Background: an optimization exercise with open tools, aiming at small area and a short achievable clock period. Do not read the settings as production practice.
Function was checked by simulation only, so behaviour that the tests miss may differ from the original.
Power and IR drop assume default switching activity.

== try-fjord ==
// fcb
module fcb (
    input              clk,
    input              rst,
    input              rx_valid,
    input      [7:0]   rx_byte,
    output reg         dec_valid,
    output reg [2:0]   dec_evt,
    output     [3:0]   dec_len,
    output reg [87:0]  dec_data,
    output reg [1:0]   s2c_kind,
    output     [1:0]   s2c_host,
    output     [10:0]  s2c_id,
    output     [3:0]   s2c_dlc,
    input      [1:0]   cnt_sel,
    output     [15:0]  cnt_val,
    input              enc_valid,
    input      [3:0]   enc_len,
    input      [87:0]  enc_data,
    output             enc_ready,
    output reg         enc_refused,
    input              can_valid,
    input              can_ext,
    input      [28:0]  can_id,
    input      [3:0]   can_dlc,
    input      [63:0]  can_data,
    input      [31:0]  pt_mask,
    output             can_ready,
    output reg         c2s_valid,
    output reg [1:0]   c2s_res,
    output reg [2:0]   c2s_kind,
    output     [23:0]  c2s_arg,
    output     [3:0]   c2s_opc,
    output     [4:0]   c2s_sid,
    output             tx_valid,
    output reg [7:0]   tx_byte,
    input              tx_ready
);
    localparam CNT_MAX = 16'hFFFF;
    localparam EV_NONE     = 3'd0;
    localparam EV_IDLE     = 3'd1;
    localparam EV_DELIVER  = 3'd2;
    localparam EV_OVERFLOW = 3'd3;
    localparam EV_CHAIN    = 3'd4;
    localparam EV_SUM      = 3'd5;
    localparam EV_SHORT    = 3'd6;
    localparam S2C_CAN  = 2'd0;
    localparam S2C_HOST = 2'd1;
    localparam S2C_DROP = 2'd2;
    localparam C2S_DROP  = 2'd0;
    localparam C2S_LOCAL = 2'd1;
    localparam C2S_NOOP  = 2'd2;
    localparam C2S_FWD   = 2'd3;
    integer i, j, k, q;
    reg        rx_empty;
    reg [3:0]  rx_lm2;
    reg [3:0]  rx_dist;
    reg [7:0]  rx_sum;
    wire rx_zero  = (rx_byte == 8'd0);
    wire rx_data  = rx_valid && !rx_zero;
    wire rx_full  = !rx_empty && rx_lm2 == 4'd11;           
  ...
Size in the first run: ~1300 cells after synthesis, ~14000 µm² of cells after synthesis.
clock: 25.0 ns
lec_check: 0
cap_margin: 20
core_margin: 2
core_utilization: 40
cts_buf_list: sky130_fd_sc_hd__clkbuf_8
cts_cluster_diameter: 60
cts_cluster_size: 15
slew_margin: 20
standard.sh (not shown) runs the stock make flow with config.mk's settings and CLKGATE_MAP_FILE= SYNTH_SCRIPT=/design/flow/synth_recipe.tcl, a recipe that flattens the netlist after the stock synthesis.
==> flow/flow/run.sh <==
#!/bin/bash
# The standard layout (standard.sh) with these changes to how it is made:
#  * after the standard synthesis, the logic between the flip-flops is mapped
#    again by ABC for area (flow/reabc.ys, flow/area.abc); the flip-flops,
#    their names and cells are kept as the standard synthesis made them, and
#    so are its full adders and the cnt_val multiplexers;
#  * port buffers are the smallest buffer (buf_1);
#  * clock tree from clkbuf_4 with sink clusters of up to 10, no dummy loads;
#  * timing repair aims at 14.3 ns of setup slack, so that it speeds up the
#    paths through the ports (the constraints and clock period are unchanged).
# Logs: flow_synth.log, reabc.log, flow_standard.log here, and ORFS's own
# per-step logs under orfs/logs.
set -uo pipefail
W=$PWD
RES=$W/orfs/results/sky130hd/fcb/base
LIB=$FLOW_HOME/platforms/sky130hd/lib/sky130_fd_sc_hd__tt_025C_1v80.lib
OPTS=("BUFFER_PORTS_ARGS=-buffer_cell sky130_fd_sc_hd__buf_1"
      "CTS_ARGS=-sink_clustering_enable -repair_clock_nets -buf_list sky130_fd_sc_hd__clkbuf_4 -sink_clustering_size 10 -sink_clustering_max_diameter 40 -dont_use_dummy_load"
      "SETUP_SLACK_MARGIN=14.3")
bash standard.sh "${OPTS[@]}" $RES/1_2_yosys.v > flow_synth.log 2>&1
cp $RES/1_2_yosys.v $W/1_2_yosys_standard.v
sed -e "s#@LIB@#$LIB#g" -e "s#@IN@#$W/1_2_yosys_standard.v#" -e "s#@OUT@#$W/1_2_yosys_reabc.v#" \
    -e "s#@ABC@#$W/flow/area.abc#" flow/reabc.ys > reabc_run.ys
if yosys -s reabc_run.ys > reabc.log 2>&1 && [ -s $W/1_2_yosys_reabc.v ] &&
   [ "$(grep -c '^module' $W/1_2_yosys_reabc.v)" = 1 ]; then
  cp $W/1_2_yosys_reabc.v $RES/1_2_yosys.v
fi
bash standard.sh "${OPTS[@]}" finish > flow_standard.log 2>&1
Other scripts of this flow, unchanged in this note and not shown: flow/flow/area.abc, flow/flow/reabc.ys
try-fjord completed; timing, DRC and antenna clean
Edits applied to the flow inputs when going from try-fjord to try-sierra:
-- flow/design.v --
<<< try-fjord, line 127
                       (rx_byte[7:4] != 4'd0) ? 4'd15 : rx_byte[3:0] - 4'd1;
            rx_sum  <= add8(rx_empty ? 8'd0 : rx_sum, rx_blk);
        end
    end
    reg [10:0] dd_we;
    always @* begin
        for (j = 0; j < 11; j = j + 1)
            dd_we[j] = rx_data && !rx_full && !rx_empty && rx_slot == j;
    end
    always @(posedge clk) begin
        for (j = 0; j < 11; j = j + 1)
            dec_data[8*j +: 8] <= ({8{dd_we[j]}} & rx_blk) | ({8{!dd_we[j]}} & dec_data[8*j +: 8]);
    end
    reg         enc_busy;
>>> try-sierra, line 127
                       (rx_byte[7:4] != 4'd0) ? 4'd15 : rx_byte[3:0] - 4'd1;
            rx_sum  <= add8(rx_empty ? 8'd0 : rx_sum, rx_blk);
            for (j = 0; j < 11; j = j + 1)
                if (!rx_empty && rx_slot == j)
                    dec_data[8*j +: 8] <= rx_blk;
        end
    end
    reg         enc_busy;
<<< try-fjord, line 297
        end
    end
    wire       pay_ld = !enc_busy;
    wire       pay_sh = enc_busy && tx_ready && !e_first;
    wire       pay_hd = enc_busy && !(tx_ready && !e_first);
    always @(posedge clk) begin
        for (q = 0; q < 11; q = q + 1)
            pay[q] <= ({8{pay_ld}} & src[8*q +: 8]) |
                      ({8{pay_sh}} & (q < 10 ? pay[q < 10 ? q + 1 : 0] : 8'd0)) |
                      ({8{pay_hd}} & pay[q]);
    end
    always @(posedge clk) begin
        if (!enc_busy) begin
            e_csum  <= src_csum;
            e_first <= 1'b1;
>>> try-sierra, line 291
        end
    end
    always @(posedge clk) begin
        if (!enc_busy) begin
            for (q = 0; q < 11; q = q + 1)
                pay[q] <= src[8*q +: 8];
            e_csum  <= src_csum;
            e_first <= 1'b1;
<<< try-fjord, line 315
            if (!e_first) begin
                e_k <= e_k - 4'd1;
            end
        end
>>> try-sierra, line 302
            if (!e_first) begin
                e_k <= e_k - 4'd1;
                for (q = 0; q < 10; q = q + 1)
                    pay[q] <= pay[q+1];
                pay[10] <= 8'd0;
            end
        end
On try-sierra: aggregate global-route resource usage is 0.31 points higher than what try-fjord gave.
Min switching component of the power across try-sierra and try-fjord: try-sierra
Synthesized cell count (try-sierra over try-fjord): increase, 2.0%
Met3 capacity usage during global routing (higher): try-fjord
try-fjord -> try-sierra: utilization flat
The delay contributed by the slowest stage of the critical path of try-sierra and that of try-fjord are within noise of each other.
Delta (try-sierra minus try-fjord): worst hold margin saw a decrease, sequential share of layout area saw an increase, non-clock buffer count saw a decrease, wire length of the first global-routing pass saw an increase.
Die area deteriorates in try-sierra relative to try-fjord.
Half-perimeter wire length after placement deteriorates in try-sierra relative to try-fjord.

## static timing again, ports no longer ideal
Ports are ideal in the flow. The routed layouts listed here were re-timed in OpenROAD. Step 1 assumes that a clkbuf_16 drives the clock port and a buf_2 every other input. Step 2, shift: input delay + t, output delay - t, t = (earliest + latest rising clock arrival at the registers) / 2. This alone moves slack from input paths to output paths. Three values: ideal ports, drivers, drivers and shift; two values: the first two.
| run | t, ns | setup WS [ns] | worst slew at a driven data input, ns |
|---|---|---|---|
| try-fjord | 0.683 | 14.095 / 14.034 / 13.592 | 0.10 |
| try-sierra | 0.692 | 14.101 / 14.048 / 14.048 | 0.17 |
After both steps every run listed still meets setup and hold. The setup slack of try-fjord, which loses most, moves by -0.061 ns with the drivers and by -0.503 ns with both steps.
